This is an optimization exercise on Yosys and OpenROAD, whose aim is small area, not a production implementation.
Function was checked by simulation only, so behaviour that the tests miss may differ from the original.
No activity file was given, so power comes from the tool's default toggle rates.

==> flow/design.v <==
module dsce_q8 (
    input  wire [31:0] v,
    input  wire        zero,       
    output wire [7:0]  code
);
    wire        pos = ~v[31];
    wire [7:0]  e   = v[30:23];
    wire [23:0] m   = {1'b1, v[22:0]};
    wire nan   = (&e) & (|v[22:0]);
    wire ge1   = e[7] | (&e[6:0]);                         
    wire inrng = (e == 8'd119) | ((e[7:3] == 5'b01111) & ~(&e[2:0]));
    wire [2:0] k = 3'd6 - e[2:0];                          
    wire [3:0] g = {1'b0, k} + {3'b000, pos};              
    genvar i;
    wire [8:0] t;
    wire [8:0] h;
    wire [7:0] st;                                         
    assign st[0] = m[0];
    assign h[0] = 1'b0;
    generate
        for (i = 0; i < 9; i = i + 1) begin : g_t
            assign t[i] = (g <= i);
        end
        for (i = 1; i < 8; i = i + 1) begin : g_st
            assign st[i] = st[i-1] | m[i];
        end
        assign h[1] = m[0] & m[1];
        for (i = 2; i < 9; i = i + 1) begin : g_h
            assign h[i] = m[i-1] & (m[i] | st[i-2]);
        end
    endgenerate
    wire [8:0] oh = t & ~{t[7:0], 1'b0};                    
    wire rb = |(oh & h);
    wire zf = ~(|(m[7:0] & t[7:0])) & ~(|(m[15:8] & ~t[7:0]));
    wire [25:8] c;
    assign c[8] = rb | zf;
    generate
        for (i = 8; i < 24; i = i + 1) begin : g_cy
            wire act = (i < 17) ? t[(i < 17) ? i - 8 : 0] : 1'b1;
            wire gn  = act & m[i-8] & ~m[i];
            wire pr  = ~act | m[i-8] | ~m[i];
            assign c[i+1] = gn | (pr & c[i]);
        end
    endgenerate
    wire kz = (k != 3'd0);
    assign c[25] = (m[16] & kz) | (c[24] & (m[16] | kz));
    wire [32:25] y;
    wire [33:25] cc;
    assign cc[25] = c[25];
    generate
        for (i = 25; i < 33; i = i + 1) begin : g_sum
            wire a = (i < 32) ? m[(i < 32) ? i - 8 : 0] : 1'b0;
            wire b = pos ? (k != i - 24) : (k > i - 24);
            assign y[i]    = a ^ (b ^ ~pos) ^ cc[i];
            assign cc[i+1] = (a & b) | (cc[i] & (a | b));
        end
    endgenerate
    wire        fill = ~pos | y[32];
    wire [15:0] ys   = {{8{fill}}, y[32:25]};
    wire [15:0] w    = ys >> k;
    wire [7:0]  cd   = {~w[7], w[6:0]};
    assign code = (nan | zero) ? 8'd0 :
                  ge1   ? {8{pos}} :
                  inrng ? cd : 8'h7F;
endmodule
module dsce_pixel (
    input  wire        clk,
    input  wire        rst,
    input  wire        in_valid,
    input  wire [31:0] v0,
    input  wire [31:0] v1,
    input  wire [31:0] v2,
    input  wire [31:0] v3,
    input  wire [3:0]  en,
    input  wire [3:0]  enc,
    input  wire [4:0]  bright,
    input  wire        big,
    output reg         out_valid,
    output wire [31:0] out_word
);
    wire [7:0] q0, q1, q2, q3;
    dsce_q8 u_q0 (.v(v0), .zero(~en[0]), .code(q0));
    dsce_q8 u_q1 (.v(v1), .zero(~en[1]), .code(q1));
    dsce_q8 u_q2 (.v(v2), .zero(~en[2]), .code(q2));
    dsce_q8 u_q3 (.v(v3), .zero(~en[3] | enc[3]), .code(q3));
    wire [28:0] w;
    assign w[7:0]   = q0;
    assign w[15:8]  = q1;
    assign w[23:16] = q2;
    assign w[28:24] = q3[4:0] |
                      ((|(en & enc)) ? bright : 5'd0);
    wire [31:0] fw = {3'b111, w};
    reg [31:0] r_o;
    always @(posedge clk) begin
        if (rst) out_valid <= 1'b0;
        else     out_valid <= in_valid;
        r_o <= big ? {fw[7:0], fw[15:8], fw[23:16], fw[31:24]} : fw;
    end
    assign out_word = r_o;
endmodule
==> flow/flow/run.sh <==
#!/bin/bash
# Layout flow: the standard layout (standard.sh), with these changes made
# through ORFS variables:
#  - synthesis maps with an area-oriented ABC script (flow/abc_area.script)
#    and leaves adders to ABC instead of mapping them to fa/ha cells;
#  - port buffers use the smallest buffer cell;
#  - clock tree synthesis uses small clock buffers and no dummy loads.
# Each step's full output goes to a log file in this folder.
set -euo pipefail
here=$(pwd)
rm -rf "$here/scripts_area"
cp -r "$FLOW_HOME/scripts" "$here/scripts_area"
cp "$here/flow/abc_area.script" "$here/scripts_area/abc_area.script"
bash standard.sh SCRIPTS_DIR="$here/scripts_area" ABC_AREA=1 ADDER_MAP_FILE= synth > "$here/synth.log" 2>&1
bash standard.sh \
    "BUFFER_PORTS_ARGS=-buffer_cell sky130_fd_sc_hd__buf_1" \
    "CTS_ARGS=-sink_clustering_enable -repair_clock_nets -dont_use_dummy_load -sink_clustering_size 8 -buf_list sky130_fd_sc_hd__clkbuf_4" \
    finish > "$here/layout.log" 2>&1
==> flow/flow/abc_area.script <==
strash
drw
drf
dc2
dch -f
amap
topo
==> flow/standard.sh <==
#!/bin/bash
# synth_recipe.tcl (not shown) runs the flow's synth.tcl, then flattens the netlist and writes it again
# the make line also repeats each setting of config.mk as NAME=value (left out here)
make -C /OpenROAD-flow-scripts/flow DESIGN_CONFIG=/design/flow/config.mk WORK_HOME=/design/flow/orfs CLKGATE_MAP_FILE= SYNTH_SCRIPT=/design/flow/synth_recipe.tcl "${@:-finish}"
==> flow/config.mk <==
export PLATFORM = sky130hd
export DESIGN_NAME = dsce_pixel
export DESIGN_NICKNAME = dsce_pixel
export VERILOG_FILES = /design/flow/design.v
export SDC_FILE = /design/flow/constraint.sdc
export NUM_CORES = 4
export LEC_CHECK = 0
export CAP_MARGIN = 20
export CORE_MARGIN = 2
export CORE_UTILIZATION = 40
export GPL_TIMING_DRIVEN = 0
export SLEW_MARGIN = 20
==> flow/constraint.sdc <==
create_clock -name core_clock -period 12.0 [get_ports {clk}]
set_input_delay 2.4000 -clock core_clock [delete_from_list [all_inputs] [get_ports {clk}]]
set_output_delay 2.4000 -clock core_clock [all_outputs]
set_load 0.01 [all_outputs]
==> flow_summary.toml, run 1 <==
[timing]
finalWorstSetupSlack_ps = 1030
fin_crit_ps = 10970
relSlewSlack_pct = 46.8
rsz0062_at_grt = "false"
setup_viol_count_final = 0
max_freq_mhz = 91.1
tightest_slew_ps = 790
period_share_pct = 91.5
drv_slew = 0
fin_hold_ws_ps = 2200
hold_viol = 0

[routing]
drcViolationCount = 0
vias = 8048
wl_per_cell_um = 14.2
ant_nets = 0
drt_iter0_drc = 771
drt_wl_total_mm = 19.7
routed_via_density = 5.80
drt-pass1-iter-count = 5

[critical_path]
critPathMaxFanout = 14
crit_required_ps = 12200
cp_top_family = "compound AO/OA/AOI/OAI gates"
critical-path-max-stage-delay_ps = 550
cp_common_cell = "nor2_1"
critical_path_arrival_ps = 11180
crit_type = "in2reg"
crit_slowest_cell = "or4_1"
endpoint_kind = "flip-flop"
critPathBufInv = 5
cp-start-kind = "primary input"

[yosys]
ys_warn_count = 1
ys_seq_area_share_pct = 11.7
ys_dominant_reg_cell = "dfxtp_1"
synth_seq_cells = 33
synth_cells = 1026
synthArstFlopShare_pct = 0
post_synth.cell_area_avg_um2 = 5.49
synth-edff-count = 0
synthesis.nets = 1171
synth_cell_types = 42
syn_area_mm2 = 0.00563

[status]
outcome = "finished clean"

[global_routing]
grt_pass1_vias = 6455
grt_max_degree = 31
antenna_found_initial = 0
grtUsageTotal_pct = 24.9
grt_pass1_wl_mm = 31.0
gr-total-overflow = 0

[floorplanning]
ios = 178
die_w_um = 123
die_area_mm2 = 0.0150
rows = 43
start_util_pct = 40.7
die_h_um = 123
core_mm2 = 0.0138

[finish]
antenna_cells = 0
nets = 1355
area_growth_syn_to_layout_pct = 17.2
finalInstanceArea_mm2 = 0.00660
fin_cells = 1388
drive_gt1_share_pct = 1.82

[pwr]
p_leak_uw = 0.00214
irDropWorstVdd_uv = 33.7
power.density_mw_per_mm2 = 70.1
power_uw = 463

[clocking]
htreeDepth = 2
cts_buffer_depth = 2
cts-buffers-inserted = 5
cts-root-buf = "clkbuf_4"
clk_pin_slew_ps = 110
cts_num_sinks = 33
cts_setup_buffers = 0
cts_tree = "done"

[worst_hold_path]
hold_class = "in2reg"

[run]
cap_violations = 0

[placed_design]
gp_congestion = 0.956
placed_cell_area_mm2 = 0.00652
dpl.hpwl_mm = 16.5
portBuffers = 177
dp.cells = 1383
pre_cts_ws_ps = -149
-- registers in the layout (all words and copies together), names as in the netlist --
signal	flops
out_valid	1
r_o	32
-- through the flow --
stage          setup TNS (ps)  util (%)
2_1_floorplan               0         -
3_3_place_gp             -384      47.2
3_5_place_dp             -283      47.2
4_1_cts                     0      47.4
5_1_grt                     0      47.8
6_report                    0      47.8
-- power breakdown --
group          total (uW)  switching [uW]  internal [uW]
clock                55.7            36.1           19.6
sequential            122            2.67            119
combinational         285             185           99.9
-- synthesized netlist by cell type (7+ instances only) --
cell type	count	area share, %
a21boi_0	7	0.93
a21oi_1	96	8.5
a22oi_1	7	0.93
a311oi_1	7	1.1
a31oi_1	35	3.9
clkinv_1	145	9.7
dfxtp_1	33	12
nand2_1	98	6.5
nand3_1	17	1.5
nand4_1	7	0.78
nor2_1	249	17
nor3_1	39	3.5
nor4_1	18	2.0
o211ai_1	12	1.6
o21ai_0	87	7.7
o221a_1	7	1.4
o221ai_1	12	1.9
o22ai_1	67	7.4
o32ai_1	9	1.4
-- cells in the final DEF (no fill, tap or decap), drive strengths merged, types with 3 or more instances in the layout --
cell      Yosys  routed
clkinvlp      0       4
nor2        249     249
nand3        17      17
o2111ai       3       3
clkbuf        0      11
dfxtp        33      33
nor4         18      18
nand4         7       7
a21oi        96      96
a31o          3       3
a222oi        3       3
nand2        98      98
o22ai        67      67
o31a          6       6
nor3         39      39
o21a          5       5
o21ai        87      87
a22oi         7       7
o32ai         9       9
a221oi        4       4
o21bai        6       6
a31oi        35      35
o311a         4       4
buf           0     171
o221ai       12      12
o41ai         3       3
a211oi        4       4
a311oi        7       7
a21o          5       5
o211ai       12      12
o31ai         4       4
a21boi        7       7
clkinv      145     140
a221o         5       5
a2111oi       5       5
o221a         7       7
-- logic make-up (layout without fill, tap and decap cells) --
logic type,after synthesis,count (layout),synth area share [%]
DFF,33,33,11.7
buffers and inverters,145,327,9.66
AOI/OAI and AO/OA,408,408,46.2
and+or+nand+nor,438,438,32.1
xor gates and xnor gates,2,2,0.311
-- path summary, 6_finish.rpt --
kind | from | end | slack, ps | cells past startpoint
worst max-delay path | v1[23] | r_o[23] | 1030 | 52
worst min-delay path | rst | out_valid | 2200 | 2
-- layer usage --
metal	global-route usage (%)	part of all wire, %	up-vias	wire length (um)
met5	0	0	-	0
met4	2.87	0.86	0	169
met3	2.51	7.8	16	1540
met2	38.2	43	339	8460
met1	38.2	48	3521	9560
li1	-	-	4172	-
-- what timing repair did --
| item | in CTS | in global routing |
|---|---|---|
| hold buffers | 0 | 0 |
| setup endpoints to repair | 0 | 32 |
| endpoints found under the hold margin | 0 | 0 |
| resized for setup | 0 | 19 |
-- cell type report --
| class | instances | area, um2 |
|---|---|---|
| inverter | 145 | 559 |
| multi-input combinational | 848 | 4450 |
| clock buffer | 5 | 37.5 |
| sequential | 33 | 661 |
| timing repair buffer | 177 | 672 |
| fill | 1509 | 7220 |
| tap | 180 | 225 |
==> inputs of run 2 (changes only) <==
--- a/flow/flow/run.sh
+++ b/flow/flow/run.sh
@@ -14,5 +14,5 @@
 bash standard.sh SCRIPTS_DIR="$here/scripts_area" ABC_AREA=1 ADDER_MAP_FILE= synth > "$here/synth.log" 2>&1
 bash standard.sh \
     "BUFFER_PORTS_ARGS=-buffer_cell sky130_fd_sc_hd__buf_1" \
-    "CTS_ARGS=-sink_clustering_enable -repair_clock_nets -dont_use_dummy_load -sink_clustering_size 8 -buf_list sky130_fd_sc_hd__clkbuf_4" \
+    "CTS_ARGS=-sink_clustering_enable -repair_clock_nets -dont_use_dummy_load -sink_buffer_max_cap_derate 0.5 -buf_list sky130_fd_sc_hd__clkbuf_4" \
     finish > "$here/layout.log" 2>&1
==> run 2 against run 1 <==
Compared with the run above:
- maximum frequency unchanged
- flip-flop and latch count unchanged
- critical path type unchanged
- worst setup slack unchanged
- worst hold slack unchanged
- design area unchanged
- sequential share of layout area unchanged
- still clean
==> flow_summary.toml, run 2 <==
[pwr]
p_int_uw = 239
pwr-share-comb_pct = 61.6
sequentialPowerShare_pct = 26.4
power.density_mw_per_mm2 = 70.1
irDropWorstVdd_uv = 33.7
p_leak_uw = 0.00214
p_switching_uw = 224
pwr-share-clk_pct = 12.0
swShare_pct = 48.4

[yosys]
synth_cell_types = 42
synth-xor-area-share_pct = 0.311
post_synth.cell_area_avg_um2 = 5.49
yosys.area_share.simple_pct = 32.1
synthMuxAreaShare_pct = 0
synthArstFlopShare_pct = 0
synth_compound_area_share_pct = 46.2
ys_dominant_reg_cell = "dfxtp_1"
synth_top_cell_area_share_pct = 16.6
synthesis.nets = 1171
ys_top_cells_by_area = "nor2_1, dfxtp_1, clkinv_1"
synthTopCellsByCount = "nor2_1, clkinv_1, nand2_1"
ys_seq_area_share_pct = 11.7
synth_cells = 1026
synth_top_family_by_area = "compound AO/OA/AOI/OAI gates"
syn_area_mm2 = 0.00563
ys_warn_count = 1
synth-edff-count = 0
synth_fa_ha_area_share_pct = 0
synth_seq_cells = 33
yosysTopAreaCell = "nor2_1"
yosysMostFrequentCell = "nor2_1"

[timing]
setup_viol_count_final = 0
period_share_pct = 91.5
rsz0062_at_grt = "false"
fin_hold_ws_ps = 2200
hold_viol = 0
relSlewSlack_pct = 46.8
drv_slew = 0
tightest_slew_ps = 790
fin_crit_ps = 10970
max_freq_mhz = 91.1

[routing]
drt-pass1-iter-count = 5
wl_per_cell_um = 14.2
drcViolationCount = 0
drt_wl_total_mm = 19.7
ant_nets = 0
vias = 8048
drt_iter0_drc = 771
routed_via_density = 5.80

[finish]
mostFrequentLayoutCell = "nor2_1"
reg.largest.list = "r_o (32), out_valid (1)"
largest_register_ffs = 32
area_growth_syn_to_layout_pct = 17.2
fin_cells = 1388
fillerInstances = 1509
antenna_cells = 0
post-route-util_pct = 47.8
largest_register = "r_o"
nets = 1355
drive_gt1_share_pct = 1.82
mostFrequentLayoutCells = "nor2_1, buf_1, clkinv_1"

[critical_path]
critPathMaxFanout = 14
crit_required_ps = 12200
crit_type = "in2reg"
critical-path-max-stage-delay_ps = 550
crit_slowest_cell = "or4_1"
cp-start-kind = "primary input"
critical_path_arrival_ps = 11180
endpoint_kind = "flip-flop"
cp_common_cell = "nor2_1"

[placed_design]
portBuffers = 177
dpl.hpwl_mm = 16.5
dp.cells = 1383
gp_congestion = 0.956

[floorplanning]
die_w_um = 123
start_util_pct = 40.7
rows = 43
ios = 178
core_mm2 = 0.0138
die_area_mm2 = 0.0150
die_h_um = 123

[global_routing]
use_met3_pct = 2.51
grtUsageTotal_pct = 24.9
grt_max_degree = 31
antenna_found_initial = 0
grt_pass1_vias = 6455
gr-total-overflow = 0
use_met2_pct = 38.2
grt_pass1_wl_mm = 31.0
met1_usage_pct = 38.2
grt.busiest_layer = "met1"

[clocking]
cts-root-buf = "clkbuf_4"
cts_tree = "done"
cts_num_sinks = 33
clk_pin_slew_ps = 110
cts_buffer_depth = 2
htreeDepth = 2
cts-buffers-inserted = 5

[worst_hold_path]
hold_class = "in2reg"

[run]
cap_violations = 0

[status]
outcome = "finished clean"
run 2: cells by family after synthesis:
kind of cell | Yosys count
AO/OA/AOI/OAI | 408
AND/OR/NAND/NOR | 438
XOR/XNOR | 2
flip-flops | 33
buffers and inverters | 145
run 2: cell type report:
| class | count | area [um2] | area share (%) |
|---|---|---|---|
| multi-input combinational | 848 | 4450 | 67.4 |
| sequential | 33 | 661 | 10.0 |
| tap | 180 | 225 | 3.41 |
| timing repair buffer | 177 | 672 | 10.2 |
| inverter | 145 | 559 | 8.47 |
| clock buffer | 5 | 37.5 | 0.569 |
run 2: stage by stage:
step | worst slack (ps) | setup TNS [ps] | total power (uW) | instance area, um2
finish | 1030 | 0 | 463 | 6600
global route | 77.2 | 0 | 506 | 6600
CTS | 171 | 0 | 458 | 6560
detailed placement | -149 | -283 | 401 | 6520
global placement | -171 | -384 | 402 | 6520
floorplan | 2210 | 0 | 313 | 5630
run 2: power groups by stage:
| stage | Combinational, uW | Sequential (uW) | Clock [uW] |
|---|---|---|---|
| floorplan | 183 | 130 | 0 |
| global placement | 277 | 125 | 0 |
| detailed placement | 276 | 125 | 0 |
| CTS | 278 | 122 | 57.8 |
| global route | 319 | 123 | 63.5 |
| finish | 285 | 122 | 55.7 |
run 2: repair_timing:
item,CTS,global route
gates resized for setup,0,19
setup endpoints to repair,0,32
hold buffers,0,0
buffers inserted,0,0
run 2: routing by layer:
metal | vias up | part of all wire (%)
met2 | 339 | 43
li1 | 4172 | -
met3 | 16 | 7.8
met5 | - | 0
met4 | 0 | 0.86
met1 | 3521 | 48
run 2: path summary, 6_finish.rpt:
kind	end	from	slack, ps	depth (start not counted)
worst max-delay path	r_o[23]	v1[23]	1030	52
worst min-delay path	out_valid	rst	2200	2
run 2: worst max-delay path: cells and delay by family:
kind | cells | cell delay, ps
AO/OA/AOI/OAI | 34 | 6200
AND/OR/NAND/NOR | 13 | 1630
buffers and inverters | 5 | 960
==> inputs of run 3 (changes only) <==
--- a/flow/flow/run.sh
+++ b/flow/flow/run.sh
@@ -14,5 +14,5 @@
 bash standard.sh SCRIPTS_DIR="$here/scripts_area" ABC_AREA=1 ADDER_MAP_FILE= synth > "$here/synth.log" 2>&1
 bash standard.sh \
     "BUFFER_PORTS_ARGS=-buffer_cell sky130_fd_sc_hd__buf_1" \
-    "CTS_ARGS=-sink_clustering_enable -repair_clock_nets -dont_use_dummy_load -sink_buffer_max_cap_derate 0.5 -buf_list sky130_fd_sc_hd__clkbuf_4" \
+    "CTS_ARGS=-repair_clock_nets -dont_use_dummy_load -buf_list sky130_fd_sc_hd__clkbuf_8" \
     finish > "$here/layout.log" 2>&1
==> run 3 against run 2 <==
Compared with the run above:
- die area unchanged
- first-iteration DRC count up 1.9%
- largest power group unchanged
- clock power up 33%
- global-route usage up 0.068 points
==> flow_summary.toml, run 3 <==
[floorplanning]
die_area_mm2 = 0.0150
core_mm2 = 0.0138
ios = 178
start_util_pct = 40.7
die_w_um = 123
rows = 43
die_h_um = 123

[finish]
mostFrequentLayoutCells = "nor2_1, buf_1, clkinv_1"
antenna_cells = 0
largest_register_ffs = 32
area_growth_syn_to_layout_pct = 17.8
post-route-util_pct = 48.0
finalInstanceArea_mm2 = 0.00663
reg.largest.list = "r_o (32), out_valid (1)"
largest_register = "r_o"
fillerInstances = 1506
drive_gt1_share_pct = 1.82
nets = 1355
mostFrequentLayoutCell = "nor2_1"

[routing]
drt_iter0_drc = 786
drt-pass1-iter-count = 5
met2WireLength_mm = 8.53
top_layer = "met4"
vias = 8033
routed_via_density = 5.79
drt-met1-wl_mm = 9.60
ant_nets = 0
wl_per_cell_um = 14.3
drcViolationCount = 0
drt_wl_total_mm = 19.8
wl_met3_mm = 1.51

[yosys]
syn_area_mm2 = 0.00563
synth_top_cell_area_share_pct = 16.6
synthesis.nets = 1171
ys_seq_area_share_pct = 11.7
ys_warn_count = 1
ys_dominant_reg_cell = "dfxtp_1"
synth-edff-count = 0
synth_cell_types = 42
synth_cells = 1026
post_synth.cell_area_avg_um2 = 5.49
yosysMostFrequentCell = "nor2_1"
ys_top_cells_by_area = "nor2_1, dfxtp_1, clkinv_1"
synth_seq_cells = 33
synthArstFlopShare_pct = 0
synthTopCellsByCount = "nor2_1, clkinv_1, nand2_1"
yosysTopAreaCell = "nor2_1"

[clocking]
cts_num_sinks = 33
cts-root-buf = "clkbuf_8"
htreeDepth = 2
cts_buffer_depth = 2
cts-buffers-inserted = 5
clk_pin_slew_ps = 70
cts_tree = "done"

[timing]
rsz0062_at_grt = "false"
period_share_pct = 92.0
relSlewSlack_pct = 49.1
hold_viol = 0
max_freq_mhz = 90.5
drv_slew = 0
setup_viol_count_final = 0
tightest_slew_ps = 755
fin_crit_ps = 11050

[pwr]
power_uw = 482
power.density_mw_per_mm2 = 72.7
p_leak_uw = 0.00215
irDropWorstVdd_uv = 31.8

[critical_path]
crit_type = "in2reg"
crit_required_ps = 12140
crit_start = "v1[23]"
cp-start-kind = "primary input"
critPathMaxFanout = 14
critical_path_arrival_ps = 11190
critPathCapture = "r_o[12]"
endpoint_kind = "flip-flop"
crit_slowest_cell = "or4_1"
critical-path-max-stage-delay_ps = 550

[global_routing]
gr-total-overflow = 0
grt_max_degree = 31
grtUsageTotal_pct = 25.0
grt_pass1_vias = 6445
antenna_found_initial = 0
grt_pass1_wl_mm = 31.1

[placed_design]
placed_cell_area_mm2 = 0.00652
dpl.hpwl_mm = 16.5
portBuffers = 177
gp_congestion = 0.956

[worst_hold_path]
hold_class = "in2reg"

[run]
cap_violations = 0

[status]
outcome = "finished clean"
==> run 3: cell counts after synthesis <==
No cell type changed its count.
==> run 3: worst max-delay path, delay by kind of cell <==
kind	cells	cell delay, ps
simple gates	15	1720
buf+inv	4	860
compound gates	35	6220
==> run 3: area by class of cell <==
class | instances | area, um2 | share of cell area [%]
flip-flops and latches | 33 | 661 | 9.96
repair buffers | 177 | 672 | 10.1
well taps | 180 | 225 | 3.39
multi-input cells | 848 | 4450 | 67.1
clock buffers | 5 | 68.8 | 1.04
inverters | 145 | 559 | 8.43
==> run 3: cells by family (layout without fill, tap and decap cells) <==
family | Yosys count | in the layout | synth area share (%)
AND/OR/NAND/NOR | 438 | 438 | 32.1
AO/OA/AOI/OAI | 408 | 408 | 46.2
XOR/XNOR | 2 | 2 | 0.311
flip-flops | 33 | 33 | 11.7
buffers and inverters | 145 | 327 | 9.66
==> run 3: repair_timing <==
item | CTS | global route
resized for setup | 0 | 19
hold endpoints to repair | 0 | 0
buffers inserted | 0 | 0
hold buffers | 0 | 0
endpoints found under the setup margin | 0 | 32
==> run 3: metrics by stage <==
step / hold WS [ps] / setup TNS [ps] / std cells / setup WS, ps
after floorplan: 2470 / 0 / 1026 / 2210
after global placement: 2550 / -384 / 1383 / -171
after detailed placement: 2570 / -283 / 1383 / -149
after CTS: 2260 / 0 / 1388 / 110
after global routing: 2260 / 0 / 1388 / 14.7
final: 2260 / 0 / 1388 / 955
==> run 3: power breakdown <==
| part | leakage (uW) | total, uW | switching (uW) | internal, uW |
|---|---|---|---|---|
| Sequential | 0.000277 | 122 | 2.63 | 120 |
| Clock | 0.0000359 | 74.3 | 37.1 | 37.3 |
| Combinational | 0.00184 | 285 | 186 | 99.9 |
==> run 3: how the worst min path moves through the flow <==
| stage | from | endpoint | cells after the start |
|---|---|---|---|
| final | rst | out_valid | 2 |
| after global routing | rst | out_valid | 2 |
| after CTS | rst | out_valid | 2 |
| after detailed placement | rst | out_valid | 2 |
| after global placement | rst | out_valid | 2 |
| after floorplan | rst | out_valid | 1 |
==> run 3: per-layer routing <==
metal / track usage (%) / up-vias
li1: - / 4170
met1: 38.3 / 3506
met2: 38.2 / 339
met3: 2.79 / 18
met4: 2.87 / 0
met5: 0 / -
==> inputs of run 4 (changes only) <==
--- a/flow/flow/run.sh
+++ b/flow/flow/run.sh
@@ -14,5 +14,5 @@
 bash standard.sh SCRIPTS_DIR="$here/scripts_area" ABC_AREA=1 ADDER_MAP_FILE= synth > "$here/synth.log" 2>&1
 bash standard.sh \
     "BUFFER_PORTS_ARGS=-buffer_cell sky130_fd_sc_hd__buf_1" \
-    "CTS_ARGS=-repair_clock_nets -dont_use_dummy_load -buf_list sky130_fd_sc_hd__clkbuf_8" \
+    "CTS_ARGS=-sink_clustering_enable -repair_clock_nets -dont_use_dummy_load -sink_clustering_size 40 -buf_list sky130_fd_sc_hd__clkbuf_16" \
     finish > "$here/layout.log" 2>&1
==> run 4 against run 3 <==
Compared with the run above:
- synthesized cell count unchanged
- design area grew 0.85%
- die area did not move
- global-route usage up 0.088 points
- sequential power barely moved
==> flow_summary.toml, run 4 <==
[status]
outcome = "finished clean"

[timing]
setup_viol_count_final = 0
hold_viol = 0
period_share_pct = 92.3
tightest_slew_ps = 791
max_freq_mhz = 90.3
fin_hold_ws_ps = 2270
fin_crit_ps = 11070
relSlewSlack_pct = 46.7
drv_slew = 0

[finish]
nets = 1355
reg.largest.list = "r_o (32), out_valid (1)"
drive_gt1_share_pct = 1.82
finalInstanceArea_mm2 = 0.00669
fin_cells = 1388
largest_register = "r_o"
area_growth_syn_to_layout_pct = 18.8
mostFrequentLayoutCell = "nor2_1"
seq_area_um2 = 661
mostFrequentLayoutCells = "nor2_1, buf_1, clkinv_1"
multi_input_area_mm2 = 0.00445
fillerInstances = 1499
antenna_cells = 0
largest_register_ffs = 32

[critical_path]
crit_slowest_cell = "or4_1"
critical-path-max-stage-delay_ps = 550
cp_common_cell = "nor2_1"
endpoint_kind = "flip-flop"
critical_path_arrival_ps = 11200
crit_type = "in2reg"
cp-start-kind = "primary input"
crit_required_ps = 12130
critPathMaxFanout = 14

[yosys]
synthArstFlopShare_pct = 0
synth_seq_cells = 33
synthTopCellsByCount = "nor2_1, clkinv_1, nand2_1"
syn_area_mm2 = 0.00563
synth-edff-count = 0
synthMuxAreaShare_pct = 0
synth_top_cell_area_share_pct = 16.6
yosysMostFrequentCell = "nor2_1"
synth-xor-area-share_pct = 0.311
synthesis.nets = 1171
ys_top_cells_by_area = "nor2_1, dfxtp_1, clkinv_1"
yosysTopAreaCell = "nor2_1"
post_synth.cell_area_avg_um2 = 5.49
synth_cells = 1026
synth_cell_types = 42
ys_seq_area_share_pct = 11.7
synth_compound_area_share_pct = 46.2
synth_top_family_by_area = "compound AO/OA/AOI/OAI gates"
ys_warn_count = 1
synth_fa_ha_area_share_pct = 0
yosys.area_share.simple_pct = 32.1
ys_dominant_reg_cell = "dfxtp_1"

[routing]
wl_met3_mm = 1.54
drcViolationCount = 0
routed_via_density = 5.79
drt-pass1-iter-count = 6
ant_nets = 0
drt-met1-wl_mm = 9.53
wl_per_cell_um = 14.2
vias = 8037
top_layer = "met4"
met2WireLength_mm = 8.42
drt_iter0_drc = 692
drt_wl_total_mm = 19.7

[global_routing]
grt_max_degree = 31
grt_pass1_vias = 6458
gr-total-overflow = 0
grtUsageTotal_pct = 25.0
antenna_found_initial = 0
grt_pass1_wl_mm = 31.1

[floorplanning]
core_mm2 = 0.0138
rows = 43
die_w_um = 123
ios = 178
die_area_mm2 = 0.0150
die_h_um = 123
start_util_pct = 40.7

[placed_design]
portBuffers = 177
dp.cells = 1383
gp_congestion = 0.956
dpl.hpwl_mm = 16.5
placed_cell_area_mm2 = 0.00652

[clocking]
htreeDepth = 2
cts_tree = "done"
hold_buffers = 0
clk_pin_slew_ps = 60
cts_setup_buffers = 0
cts-root-buf = "clkbuf_16"
cts_num_sinks = 33
cts_buffer_depth = 2
cts-buffers-inserted = 5

[worst_hold_path]
min_path_cells = 2
hold_class = "in2reg"

[pwr]
p_leak_uw = 0.00218
irDropWorstVdd_uv = 41.3
power.density_mw_per_mm2 = 78.1
power_uw = 523

[run]
cap_violations = 0
-- run 4: changes by cell type in the layout (fill, tap and decap cells not counted) --
cell	before	now
clkbuf_8	5	0
clkbuf_16	0	5
-- run 4: kinds of logic after synthesis --
group | after synthesis
buffers and inverters | 145
AND/OR/NAND/NOR | 438
XOR/XNOR | 2
flip-flops | 33
AO/OA/AOI/OAI | 408
-- run 4: repair_timing --
item                                    CTS  global route
hold endpoints to repair                  0             0
resized for setup                         0            19
endpoints found under the setup margin    0            32
-- run 4: critical path: cells and delay by family --
kind                   cells  cell delay, ps
AND/OR/NAND/NOR           13            1630
AO/OA/AOI/OAI             34            6210
buffers and inverters      5             960
-- run 4: final cells by class --
type / count / share of cell area, %
Sequential cell: 33 / 9.87
Tap cell: 180 / 3.37
Timing Repair Buffer: 177 / 10.0
Clock buffer: 5 / 1.87
Multi-Input combinational cell: 848 / 66.5
Inverter: 145 / 8.36
-- run 4: metal layers --
layer,vias up,GRT usage [%]
met5,-,0
met4,0,3.88
met3,25,2.97
met2,338,38.1
met1,3503,38.1
li1,4171,-
-- run 4: final timing paths --
check / end / slack [ps] / start
worst max-delay path: r_o[23] / 930 / v1[23]
worst min-delay path: out_valid / 2270 / rst
-- run 4: through the flow --
stage                     setup WS (ps)  setup TNS [ps]  util (%)
after CTS                          93.4               0      48.1
final                               929               0      48.4
after floorplan                    2210               0         -
after detailed placement           -149            -283      47.2
after global routing              -3.90           -3.90      48.4
after global placement             -171            -384      47.2
-- run 4: report_power, final --
group	leakage [uW]	internal (uW)	switching, uW	total [uW]
clock	0.0000616	72.9	42.4	115
sequential	0.000277	120	2.65	122
combinational	0.00184	99.9	185	285
==> inputs of run 5 (changes only) <==
--- a/flow/flow/run.sh
+++ b/flow/flow/run.sh
@@ -14,5 +14,5 @@
 bash standard.sh SCRIPTS_DIR="$here/scripts_area" ABC_AREA=1 ADDER_MAP_FILE= synth > "$here/synth.log" 2>&1
 bash standard.sh \
     "BUFFER_PORTS_ARGS=-buffer_cell sky130_fd_sc_hd__buf_1" \
-    "CTS_ARGS=-sink_clustering_enable -repair_clock_nets -dont_use_dummy_load -sink_clustering_size 40 -buf_list sky130_fd_sc_hd__clkbuf_16" \
+    "CTS_ARGS=-sink_clustering_enable -repair_clock_nets -dont_use_dummy_load -buf_list sky130_fd_sc_hd__clkbuf_8" \
     finish > "$here/layout.log" 2>&1
==> run 5 against run 4 <==
Compared with the run above:
- still clean
- first-iteration DRC count rose by 14%
- utilization fell by 0.41 points
- die area did not move
- critical path depth rose by 2
- worst setup slack improved by 26 ps
- flip-flop and latch count did not move
- design area fell by 0.84%
- via count barely moved
- routed wire length rose by 0.32%
- non-clock buffer count did not move
- synthesized cell count did not move
- critical path type unchanged
==> flow_summary.toml, run 5 <==
[routing]
ant_nets = 0
vias = 8033
drt_wl_total_mm = 19.8
drt-pass1-iter-count = 5
wl_per_cell_um = 14.3
drcViolationCount = 0
drt_iter0_drc = 786
routed_via_density = 5.79

[timing]
relSlewSlack_pct = 49.1
hold_viol = 0
finalWorstSetupSlack_ps = 955
drv_slew = 0
tns_ps = 0
fin_crit_ps = 11050
period_share_pct = 92.0
tightest_slew_ps = 755
rsz0062_at_grt = "false"
fin_hold_ws_ps = 2260
setup_viol_count_final = 0
max_freq_mhz = 90.5

[global_routing]
grt_pass1_vias = 6445
antenna_found_initial = 0
grt_pass1_wl_mm = 31.1
gr-total-overflow = 0
use_met2_pct = 38.2
grtUsageTotal_pct = 25.0
grt_max_degree = 31
met1_usage_pct = 38.3
use_met3_pct = 2.79
grt.busiest_layer = "met1"

[yosys]
ys_seq_area_share_pct = 11.7
synth-xor-area-share_pct = 0.311
synth_top_cell_area_share_pct = 16.6
ys_dominant_reg_cell = "dfxtp_1"
ys_top_cells_by_area = "nor2_1, dfxtp_1, clkinv_1"
synthTopCellsByCount = "nor2_1, clkinv_1, nand2_1"
synthMuxAreaShare_pct = 0
synth_compound_area_share_pct = 46.2
synthArstFlopShare_pct = 0
synth-edff-count = 0
post_synth.cell_area_avg_um2 = 5.49
syn_area_mm2 = 0.00563
synth_seq_cells = 33
synth_cell_types = 42
synth_top_family_by_area = "compound AO/OA/AOI/OAI gates"
yosys.area_share.simple_pct = 32.1
ys_warn_count = 1
synth_fa_ha_area_share_pct = 0
synthesis.nets = 1171
synth_cells = 1026
yosysTopAreaCell = "nor2_1"
yosysMostFrequentCell = "nor2_1"

[finish]
area_growth_syn_to_layout_pct = 17.8
antenna_cells = 0
nets = 1355
drive_gt1_share_pct = 1.82
reg.largest.list = "r_o (32), out_valid (1)"
post-route-util_pct = 48.0
mostFrequentLayoutCell = "nor2_1"
mostFrequentLayoutCells = "nor2_1, buf_1, clkinv_1"
largest_register = "r_o"
largest_register_ffs = 32
fin_cells = 1388
fillerInstances = 1506

[critical_path]
critPathMaxFanout = 14
crit_slowest_cell = "or4_1"
cp-start-kind = "primary input"
crit_type = "in2reg"
crit_required_ps = 12140
cp_top_family = "compound AO/OA/AOI/OAI gates"
critical-path-max-stage-delay_ps = 550
critical_path_arrival_ps = 11190
endpoint_kind = "flip-flop"
critPathBufInv = 4

[clocking]
cts-root-buf = "clkbuf_8"
cts_num_sinks = 33
cts-buffers-inserted = 5
cts_tree = "done"
cts_setup_buffers = 0
htreeDepth = 2
cts_resized = 0
hold_buffers = 0
cts_buffer_depth = 2
clk_pin_slew_ps = 70

[pwr]
power.density_mw_per_mm2 = 72.7
p_leak_uw = 0.00215
irDropWorstVdd_uv = 31.8

[worst_hold_path]
hold_class = "in2reg"

[placed_design]
dpl.hpwl_mm = 16.5
pre_cts_ws_ps = -149
dp.cells = 1383
gp_congestion = 0.956
portBuffers = 177

[floorplanning]
start_util_pct = 40.7
ios = 178
die_w_um = 123
rows = 43
die_area_mm2 = 0.0150
core_mm2 = 0.0138
die_h_um = 123

[run]
cap_violations = 0

[status]
outcome = "finished clean"
## run 5: cell count changes in the layout (fill, tap and decap cells not counted)
| cell | delta |
|---|---|
| clkbuf_16 | -5 |
| clkbuf_8 | +5 |
## run 5: logic make-up after synthesis
kind of cell           after synthesis
AO/OA/AOI/OAI                      408
XOR/XNOR                             2
buffers and inverters              145
AND/OR/NAND/NOR                    438
flip-flops                          33
## run 5: power by group
part	internal, uW	switching [uW]	leakage, uW	total [uW]
registers	120	2.63	0.000277	122
logic	99.9	186	0.00184	285
clock network	37.3	37.1	0.0000359	74.3
total	257	225	0.00215	482
## run 5: metal layers
| metal | part of all wire [%] | vias up | wire length (um) |
|---|---|---|---|
| met5 | 0 | - | 0 |
| met4 | 0.86 | 0 | 170 |
| met3 | 7.6 | 18 | 1510 |
| met2 | 43 | 339 | 8530 |
| met1 | 48 | 3506 | 9600 |
| li1 | - | 4170 | - |
## run 5: area by class of cell
cell class	instances	area [um2]	share of cell area, %
flip-flops and latches	33	661	9.96
clock buffers	5	68.8	1.04
well taps	180	225	3.39
inverters	145	559	8.43
repair buffers	177	672	10.1
multi-input cells	848	4450	67.1
## run 5: final timing paths
kind | slack, ps | from | cells after the start | endpoint
setup / recovery | 950 | v1[23] | 54 | r_o[12]
hold / removal | 2260 | rst | 2 | out_valid
## run 5: stage by stage
stage	cell area, um2	total power, uW
after CTS	6590	478
after global routing	6630	527
after global placement	6520	402
final	6630	482
after floorplan	5630	313
after detailed placement	6520	401
==> inputs of run 6 (changes only) <==
==> flow/flow/abc_area.script (replaced) <==
strash
&get -n
&deepsyn -T 300
&put
dch -f
amap
topo
==> run 6 against run 5 <==
Compared with the run above:
- sequential power about the same
- critical path type unchanged
- flip-flop and latch count unchanged
- clock-buffer cell count unchanged
- utilization increased by 2.3 points
- maximum frequency increased by 12%
- design area decreased by 21%
==> flow_summary.toml, run 6 <==
[global_routing]
antenna_found_initial = 0
grt_pass1_vias = 5579
grt_pass1_wl_mm = 25.6
grt_max_degree = 31
grtUsageTotal_pct = 26.4
gr-total-overflow = 0

[yosys]
synthesis.nets = 874
synth_cell_types = 50
synthTopCellsByCount = "nor2_1, clkinv_1, o21ai_0"
yosys.area_share.simple_pct = 27.2
syn_area_mm2 = 0.00433
synth-xor-area-share_pct = 0
synth_compound_area_share_pct = 46.2
synth_cells = 729
ys_dominant_reg_cell = "dfxtp_1"
yosysTopAreaCell = "dfxtp_1"
synthMuxAreaShare_pct = 0
post_synth.cell_area_avg_um2 = 5.94
ys_warn_count = 1
ys_top_cells_by_area = "dfxtp_1, nor2_1, clkinv_1"
synth_fa_ha_area_share_pct = 0
yosysMostFrequentCell = "nor2_1"
synth_top_family_by_area = "compound AO/OA/AOI/OAI gates"
synthArstFlopShare_pct = 0
ys_seq_area_share_pct = 15.3
synth_seq_cells = 33
synth_top_cell_area_share_pct = 15.3
synth-edff-count = 0

[timing]
rsz0062_at_grt = "false"
relSlewSlack_pct = 37.0
hold_viol = 0
tightest_slew_ps = 921
drv_slew = 0
setup_viol_count_final = 0
max_freq_mhz = 101
finalWorstSetupSlack_ps = 2120
period_share_pct = 82.3
tns_ps = 0
fin_crit_ps = 9880
fin_hold_ws_ps = 2310

[floorplanning]
die_h_um = 108
core_mm2 = 0.0104
rows = 37
die_area_mm2 = 0.0117
ios = 178
die_w_um = 108
start_util_pct = 41.6

[worst_hold_path]
hold_class = "in2reg"

[routing]
routed_via_density = 5.97
wl_per_cell_um = 15.2
drt_wl_total_mm = 15.9
vias = 6251
drt-pass1-iter-count = 5
ant_nets = 0
drt_iter0_drc = 434
drcViolationCount = 0

[finish]
largest_register = "r_o"
fillerInstances = 1148
reg.largest.list = "r_o (32), out_valid (1)"
post-route-util_pct = 50.3
largest_register_ffs = 32
mostFrequentLayoutCell = "buf_1"
nets = 1058
mostFrequentLayoutCells = "buf_1, nor2_1, clkinv_1"
area_growth_syn_to_layout_pct = 20.9
antenna_cells = 0
drive_gt1_share_pct = 0.659

[clocking]
cts_tree = "done"
cts_buffer_depth = 2
cts_num_sinks = 33
cts_setup_buffers = 0
htreeDepth = 2
hold_buffers = 0
cts-buffers-inserted = 5
clk_pin_slew_ps = 60
cts_resized = 0
cts-root-buf = "clkbuf_8"

[critical_path]
critical-path-max-stage-delay_ps = 730
critPathBufInv = 5
crit_required_ps = 12120
critical_path_arrival_ps = 10000
critPathMaxFanout = 9
crit_type = "in2reg"
crit_slowest_cell = "a2111oi_0"
cp_common_cell = "nor2_1"
endpoint_kind = "flip-flop"
cp-start-kind = "primary input"
cp_top_family = "compound AO/OA/AOI/OAI gates"

[run]
cap_violations = 0

[pwr]
p_leak_uw = 0.00168
irDropWorstVdd_uv = 59.9
power_uw = 391
power.density_mw_per_mm2 = 74.7

[placed_design]
portBuffers = 177
pre_cts_ws_ps = 2100
gp_congestion = 0.959
dpl.hpwl_mm = 13.3

[status]
outcome = "finished clean"
-- run 6: stage by stage --
step | std cells | instance area (um2)
detailed placement | 1042 | 5170
CTS | 1047 | 5240
global placement | 1042 | 5170
finish | 1047 | 5240
floorplan | 729 | 4330
global route | 1047 | 5240
-- run 6: cell families after synthesis --
kind of cell           after synthesis
flip-flops                          33
buffers and inverters              130
AND/OR/NAND/NOR                    277
AO/OA/AOI/OAI                      289
-- run 6: final cells by class --
cell class / instances / area, um2 / share of cell area (%)
timing repair buffer: 177 / 666 / 12.7
sequential: 33 / 661 / 12.6
inverter: 130 / 488 / 9.32
multi-input combinational: 566 / 3180 / 60.8
tap: 136 / 170 / 3.25
clock buffer: 5 / 68.8 / 1.31
-- run 6: path summary, 6_finish.rpt --
path  startpoint   endpoint  depth (start not counted)
min          rst  out_valid                          2
max       v3[24]     r_o[1]                         43
-- run 6: power breakdown --
group | leakage, uW | internal (uW) | switching (uW) | total [uW]
clock | 0.0000359 | 37.2 | 33.3 | 70.5
sequential | 0.000277 | 120 | 3.72 | 124
combinational | 0.00137 | 68.8 | 128 | 197
-- run 6: layer usage --
layer	vias to the layer above	share of wire [%]	wire length, um	track usage (%)
met5	-	0	0	0
met4	0	1.7	277	6.23
met3	29	9.1	1450	3.32
met2	334	45	7220	44.2
met1	2800	44	6970	36.0
li1	3088	-	-	-
==> inputs of run 7 (changes only) <==
==> flow/flow/abc_area.script (replaced) <==
strash
&get -n
&deepsyn -T 300
&dch -f
&nf -R 1000
&put
mfs3 -a -e -H 6 -R 3 -K 8
mfs3 -a -e -H 6 -R 3 -K 8 -r
topo
==> run 7 against run 6 <==
Compared with the run above:
- final cell count fell by 3.0%
- die area fell by 1.8%
- flip-flop and latch count did not move
- critical path depth fell by 8
- maximum frequency rose by 6.9%
- worst hold slack got worse by 31 ps
- design area fell by 1.6%
- global-route usage fell by 0.51 points
- power fell by 0.40%
- critical path type unchanged
==> flow_summary.toml, run 7 <==
[status]
outcome = "finished clean"

[routing]
drt_wl_total_mm = 15.3
drcViolationCount = 0
drt-pass1-iter-count = 5
ant_nets = 0
drt_iter0_drc = 462
wl_per_cell_um = 15.1
vias = 6056
routed_via_density = 5.96

[timing]
setup_viol_count_final = 0
tightest_slew_ps = 791
tns_ps = 0
fin_crit_ps = 9240
relSlewSlack_pct = 45.9
hold_viol = 0
rsz0062_at_grt = "false"
max_freq_mhz = 108
drv_slew = 0
period_share_pct = 77.0

[floorplanning]
die_h_um = 107
rows = 37
ios = 178
die_w_um = 107
die_area_mm2 = 0.0115
start_util_pct = 41.2
core_mm2 = 0.0103

[finish]
nets = 1027
mostFrequentLayoutCell = "buf_1"
largest_register = "r_o"
area_growth_syn_to_layout_pct = 21.3
drive_gt1_share_pct = 0.682
reg.largest.list = "r_o (32), out_valid (1)"
largest_register_ffs = 32
mostFrequentLayoutCells = "buf_1, nand2_1, nor2_1"
antenna_cells = 0
fin_cells = 1016

[clocking]
cts_resized = 0
cts-root-buf = "clkbuf_8"
htreeDepth = 2
cts_buffer_depth = 2
cts_num_sinks = 33
clk_pin_slew_ps = 60
hold_buffers = 0
cts_tree = "done"
cts_setup_buffers = 0
cts-buffers-inserted = 5

[placed_design]
gp_congestion = 0.942
dp.cells = 1011
portBuffers = 177
dpl.hpwl_mm = 12.7

[yosys]
synthesis.nets = 843
ys_warn_count = 1
synth_seq_cells = 33
ys_top_cells_by_area = "dfxtp_1, o21ai_0, nand2_1"
syn_area_mm2 = 0.00425
ys_dominant_reg_cell = "dfxtp_1"
synth-edff-count = 0
ys_seq_area_share_pct = 15.5
post_synth.cell_area_avg_um2 = 6.09
yosysMostFrequentCell = "nand2_1"
synth_cell_types = 56
synth_top_cell_area_share_pct = 15.5
synthArstFlopShare_pct = 0
yosysTopAreaCell = "dfxtp_1"
synth_cells = 698
synthTopCellsByCount = "nand2_1, nor2_1, o21ai_0"

[global_routing]
use_met2_pct = 44.8
gr-total-overflow = 0
met1_usage_pct = 33.3
grtUsageTotal_pct = 25.9
grt_pass1_vias = 5346
grt.busiest_layer = "met2"
grt_pass1_wl_mm = 24.6
use_met3_pct = 3.22
antenna_found_initial = 1
grt_max_degree = 51

[run]
cap_violations = 0

[critical_path]
critical_path_arrival_ps = 9360
critPathMaxFanout = 19
critical-path-max-stage-delay_ps = 560
cp-start-kind = "primary input"
crit_slowest_cell = "buf_1"
crit_required_ps = 12120
cp_common_cell = "nor2_1"
endpoint_kind = "flip-flop"
crit_start = "v0[24]"
crit_type = "in2reg"

[pwr]
p_leak_uw = 0.00172
power_uw = 390
p_int_uw = 227
sequentialPowerShare_pct = 31.7
p_switching_uw = 163
pwr-share-clk_pct = 18.4
pwr-share-comb_pct = 49.8
swShare_pct = 41.8
power.density_mw_per_mm2 = 75.6
irDropWorstVdd_uv = 40.5

[worst_hold_path]
hold_start = "rst"
hold_class = "in2reg"
## run 7: changes by cell type in the layout (fill, tap and decap cells not counted), sizes merged, moves of 17 or more
cell	delta
nand2b	+19
nand2	+39
o22ai	-17
clkinv	-73
a21oi	+35
nor2	-56
## run 7: path summary, 6_finish.rpt
check,depth (start not counted),end,slack [ps]
hold / removal,2,out_valid,2280
setup / recovery,35,r_o[27],2760
## run 7: power by group through the flow
| stage | sequential [uW] | combinational, uW | clock (uW) |
|---|---|---|---|
| after floorplan | 131 | 111 | 0 |
| after global placement | 126 | 188 | 0 |
| after detailed placement | 126 | 191 | 0 |
| after CTS | 124 | 191 | 74.6 |
| after global routing | 124 | 217 | 78.7 |
| final | 124 | 194 | 71.8 |
## run 7: layer usage
layer / vias up / share of wire, %
met2: 324 / 47
met5: - / 0.10
met3: 31 / 8.3
li1: 2988 / -
met4: 2 / 2.3
met1: 2711 / 42
## run 7: logic make-up after synthesis
| group | share of synthesized area, % |
|---|---|
| AO/OA/AOI/OAI | 42.5 |
| flip-flops | 15.5 |
| buffers and inverters | 5.03 |
| AND/OR/NAND/NOR | 33.0 |
| XOR/XNOR | 1.03 |
| multiplexers | 2.00 |
| adder cells (fa/ha/maj) | 0.942 |
## run 7: worst max-delay path, delay by kind of cell
family	cells	cell delay, ps
fa+ha+maj	2	720
buf+inv	1	560
simple gates	15	2730
mux	1	150
compound gates	16	2770
## run 7: per-stage QoR
stage | hold WS, ps | worst slack (ps) | cell area [um2] | utilization, %
after CTS | 2270 | 2880 | 5150 | 49.9
final | 2280 | 2760 | 5150 | 49.9
after floorplan | 2460 | 4430 | 4250 | -
after detailed placement | 2570 | 2640 | 5090 | 49.3
after global placement | 2560 | 2590 | 5080 | 49.3
after global routing | 2290 | 2010 | 5150 | 49.9
## run 7: layout make-up
| cell class | count | area (um2) |
|---|---|---|
| repair buffers | 177 | 666 |
| multi-input cells | 608 | 3380 |
| fillers | 1173 | 5170 |
| well taps | 136 | 170 |
| inverters | 57 | 214 |
| flip-flops and latches | 33 | 661 |
| clock buffers | 5 | 68.8 |
==> inputs of run 8 (changes only) <==
--- a/flow/design.v
+++ b/flow/design.v
@@ -90,11 +90,18 @@
     assign w[28:24] = q3[4:0] |
                       ((|(en & enc)) ? bright : 5'd0);
     wire [31:0] fw = {3'b111, w};
-    reg [31:0] r_o;
+    wire [31:0] sw = big ? {fw[7:0], fw[15:8], fw[23:16], fw[31:24]} : fw;
+    reg  [28:8] r_mid;
+    reg  [4:0]  r_lo;
+    reg  [2:0]  r_m;
+    reg         r_big;
     always @(posedge clk) begin
         if (rst) out_valid <= 1'b0;
         else     out_valid <= in_valid;
-        r_o <= big ? {fw[7:0], fw[15:8], fw[23:16], fw[31:24]} : fw;
+        r_mid <= sw[28:8];
+        r_lo  <= sw[4:0];
+        r_m   <= w[7:5];
+        r_big <= big;
     end
-    assign out_word = r_o;
+    assign out_word = {r_m | {3{~r_big}}, r_mid, r_m | {3{r_big}}, r_lo};
 endmodule
==> run 8 against run 7 <==
Compared with the run above:
- the flow now stops in synthesis
==> flow_summary.toml, run 8 <==
[yosys]
ys_warn_count = 1

[status]
haltStage = "synthesis"
error = "ERROR: ABC failed with status 6"
outcome = "aborted with a tool error"
==> inputs of run 9 (changes only) <==
--- a/flow/design.v
+++ b/flow/design.v
@@ -90,18 +90,11 @@
     assign w[28:24] = q3[4:0] |
                       ((|(en & enc)) ? bright : 5'd0);
     wire [31:0] fw = {3'b111, w};
-    wire [31:0] sw = big ? {fw[7:0], fw[15:8], fw[23:16], fw[31:24]} : fw;
-    reg  [28:8] r_mid;
-    reg  [4:0]  r_lo;
-    reg  [2:0]  r_m;
-    reg         r_big;
+    reg [31:0] r_o;
     always @(posedge clk) begin
         if (rst) out_valid <= 1'b0;
         else     out_valid <= in_valid;
-        r_mid <= sw[28:8];
-        r_lo  <= sw[4:0];
-        r_m   <= w[7:5];
-        r_big <= big;
+        r_o <= big ? {fw[7:0], fw[15:8], fw[23:16], fw[31:24]} : fw;
     end
-    assign out_word = {r_m | {3{~r_big}}, r_mid, r_m | {3{r_big}}, r_lo};
+    assign out_word = r_o;
 endmodule
==> flow/flow/run.sh (replaced) <==
#!/bin/bash
# Layout flow: the standard layout (standard.sh), with these changes made
# through ORFS variables:
#  - synthesis maps the quantizer module once for its four instances
#    (SYNTH_HIERARCHICAL; the netlist is flattened afterwards as usual),
#    with an area-oriented ABC script (flow/abc_area.script: deepsyn logic
#    optimization, area mapping, don't-care resynthesis), and leaves adders
#    to ABC instead of mapping them to fa/ha cells. If ABC fails with that
#    script, synthesis is run again with flow/abc_fallback1.script, then
#    flow/abc_fallback2.script;
#  - port buffers use the smallest buffer cell;
#  - clock tree synthesis uses clkbuf_8 buffers and no dummy loads.
# Each step's full output goes to a log file in this folder.
set -euo pipefail
here=$(pwd)
synth () {
    rm -rf "$here/scripts_area"
    cp -r "$FLOW_HOME/scripts" "$here/scripts_area"
    cp "$1" "$here/scripts_area/abc_area.script"
    bash standard.sh SCRIPTS_DIR="$here/scripts_area" ABC_AREA=1 ADDER_MAP_FILE= \
        SYNTH_HIERARCHICAL=1 synth
}
synth "$here/flow/abc_area.script" > "$here/synth.log" 2>&1 ||
    synth "$here/flow/abc_fallback1.script" > "$here/synth_fallback1.log" 2>&1 ||
    synth "$here/flow/abc_fallback2.script" > "$here/synth_fallback2.log" 2>&1
bash standard.sh \
    "BUFFER_PORTS_ARGS=-buffer_cell sky130_fd_sc_hd__buf_1" \
    "CTS_ARGS=-sink_clustering_enable -repair_clock_nets -dont_use_dummy_load -buf_list sky130_fd_sc_hd__clkbuf_8" \
    finish > "$here/layout.log" 2>&1
==> flow/flow/abc_fallback1.script (new file) <==
strash
&get -n
&deepsyn -T 300
&dch -f
&nf -R 1000
&put
topo
==> flow/flow/abc_fallback2.script (new file) <==
strash
drw
drf
dc2
dch -f
amap
topo
==> run 9 against run 8 <==
Compared with the run above:
- now clean on timing, DRC and antenna
==> flow_summary.toml, run 9 <==
[worst_hold_path]
whs_endpoint = "out_valid"
hold_class = "in2reg"
min_path_cells = 2
hold_start = "rst"

[critical_path]
critical_path_arrival_ps = 9070
crit_required_ps = 12230
critical-path-max-stage-delay_ps = 560
critPathBufInv = 2
endpoint_kind = "flip-flop"
crit_slowest_cell = "xnor2_1"
cp-start-kind = "primary input"
cp_common_cell = "a21oi_1"
critPathMaxFanout = 13
cp_top_family = "compound AO/OA/AOI/OAI gates"
crit_type = "in2reg"

[global_routing]
antenna_found_initial = 0
gr-total-overflow = 0
grt_pass1_wl_mm = 22.6
grt_max_degree = 43
grt_pass1_vias = 5068
grtUsageTotal_pct = 23.8

[yosys]
syn_area_mm2 = 0.00414
synthesis.nets = 817
synth_cells = 672
post_synth.cell_area_avg_um2 = 6.16
ys_warn_count = 7

[timing]
fin_hold_ws_ps = 2290
rsz0062_at_grt = "false"
hold_viol = 0
setup_viol_count_final = 0
period_share_pct = 73.7
drv_slew = 0
max_freq_mhz = 113
tightest_slew_ps = 740
relSlewSlack_pct = 50.7
tns_ps = 0
finalWorstSetupSlack_ps = 3160
fin_crit_ps = 8840

[clocking]
cts_resized = 0
cts_setup_buffers = 0
cts-buffers-inserted = 5
cts_tree = "done"
cts-root-buf = "clkbuf_8"
hold_buffers = 0
htreeDepth = 2
cts_buffer_depth = 2
clk_pin_slew_ps = 70
cts_num_sinks = 33

[placed_design]
portBuffers = 177
pre_cts_ws_ps = 2990
dpl.hpwl_mm = 11.5
gp_congestion = 0.967

[routing]
wl_per_cell_um = 14.2
drt_iter0_drc = 347
drt_wl_total_mm = 14.0
vias = 5741
ant_nets = 0
drt-pass1-iter-count = 5
drcViolationCount = 0
routed_via_density = 5.80

[pwr]
pwr-share-comb_pct = 48.0
p_leak_uw = 0.00172
sequentialPowerShare_pct = 32.8
p_int_uw = 221
pwr-share-clk_pct = 19.2
power.density_mw_per_mm2 = 74.4
irDropWorstVdd_uv = 40.3
swShare_pct = 41.2
power_uw = 376
p_switching_uw = 155

[finish]
antenna_cells = 0
mostFrequentLayoutCell = "buf_1"
area_growth_syn_to_layout_pct = 21.8
reg.largest.list = "r_o (32), out_valid (1)"
largest_register_ffs = 32
largest_register = "r_o"
nets = 1001
mostFrequentLayoutCells = "buf_1, nor2_1, a21oi_1"
drive_gt1_share_pct = 0.703
fillerInstances = 1108

[floorplanning]
rows = 37
die_h_um = 106
die_w_um = 106
die_area_mm2 = 0.0112
core_mm2 = 0.0102
start_util_pct = 40.7
ios = 178

[status]
outcome = "finished clean"

[run]
cap_violations = 0
## run 9: per-layer routing
| metal | GRT usage, % | part of all wire (%) |
|---|---|---|
| met3 | 4.08 | 7.8 |
| met1 | 31.9 | 44 |
| met4 | 2.82 | 0.59 |
| met2 | 41.2 | 48 |
| met5 | 0 | 0 |
## run 9: through the flow
step | area (um2) | cells | utilization (%)
floorplan | 4140 | 672 | -
finish | 5040 | 990 | 49.5
global route | 5040 | 990 | 49.5
global placement | 4970 | 985 | 48.8
detailed placement | 4980 | 985 | 48.9
CTS | 5040 | 990 | 49.5
## run 9: area by class of cell
class / count / area (um2) / area share [%]
Multi-Input combinational cell: 584 / 3270 / 64.9
Tap cell: 136 / 170 / 3.37
Sequential cell: 33 / 661 / 13.1
Inverter: 55 / 206 / 4.09
Clock buffer: 5 / 68.8 / 1.36
Timing Repair Buffer: 177 / 666 / 13.2
## run 9: worst max path at each step
stage,startpoint,to,slack (ps),cells past startpoint
floorplan,v1[23],r_o[16],4710,31
global placement,v1[24],r_o[23],3070,32
detailed placement,v1[24],r_o[22],2990,32
CTS,v1[24],r_o[20],3240,32
global route,v1[24],r_o[22],2300,32
finish,v1[24],r_o[22],3160,32
## run 9: power groups by stage
stage,sequential (uW),combinational [uW],clock [uW]
after floorplan,130,104,0
after global placement,126,175,0
after detailed placement,126,177,0
after CTS,123,178,74.1
after global routing,124,202,80.0
final,123,180,72.2

-- port drivers added, routing unchanged --
How much do the figures lean on ideal ports? The routed layouts below were timed once more, with nothing changed but the port constraints.
Step 1 assumes that a clkbuf_16 drives the clock port and a buf_2 every other input.
Step 2 also shifts input and output timing later by t, the mid clock arrival at the registers, as if the neighbouring blocks saw the same clock.
Slacks: ideal / step 1 / step 2; pairs: ideal / step 1.
| run | t (ns) | setup slack, ns | slew at the worst register clock pin (ns) |
|---|---|---|---|
| run 1 | 0.344 | 1.026 / 1.024 / 0.680 | 0.12 / 0.12 |
| run 2 | 0.344 | 1.026 / 1.024 / 0.680 | 0.12 / 0.12 |
| run 3 | 0.299 | 0.955 / 0.955 / 0.656 | 0.07 / 0.07 |
| run 4 | 0.301 | 0.929 / 0.934 / 0.633 | 0.06 / 0.06 |
| run 5 | 0.299 | 0.955 / 0.955 / 0.656 | 0.07 / 0.07 |
| run 6 | 0.298 | 2.122 / 2.117 / 1.819 | 0.06 / 0.06 |
| run 7 | 0.307 | 2.763 / 2.768 / 2.461 | 0.07 / 0.07 |
| run 9 | 0.299 | 3.158 / 3.163 / 2.864 | 0.07 / 0.07 |
After both steps every run listed still meets setup and hold.
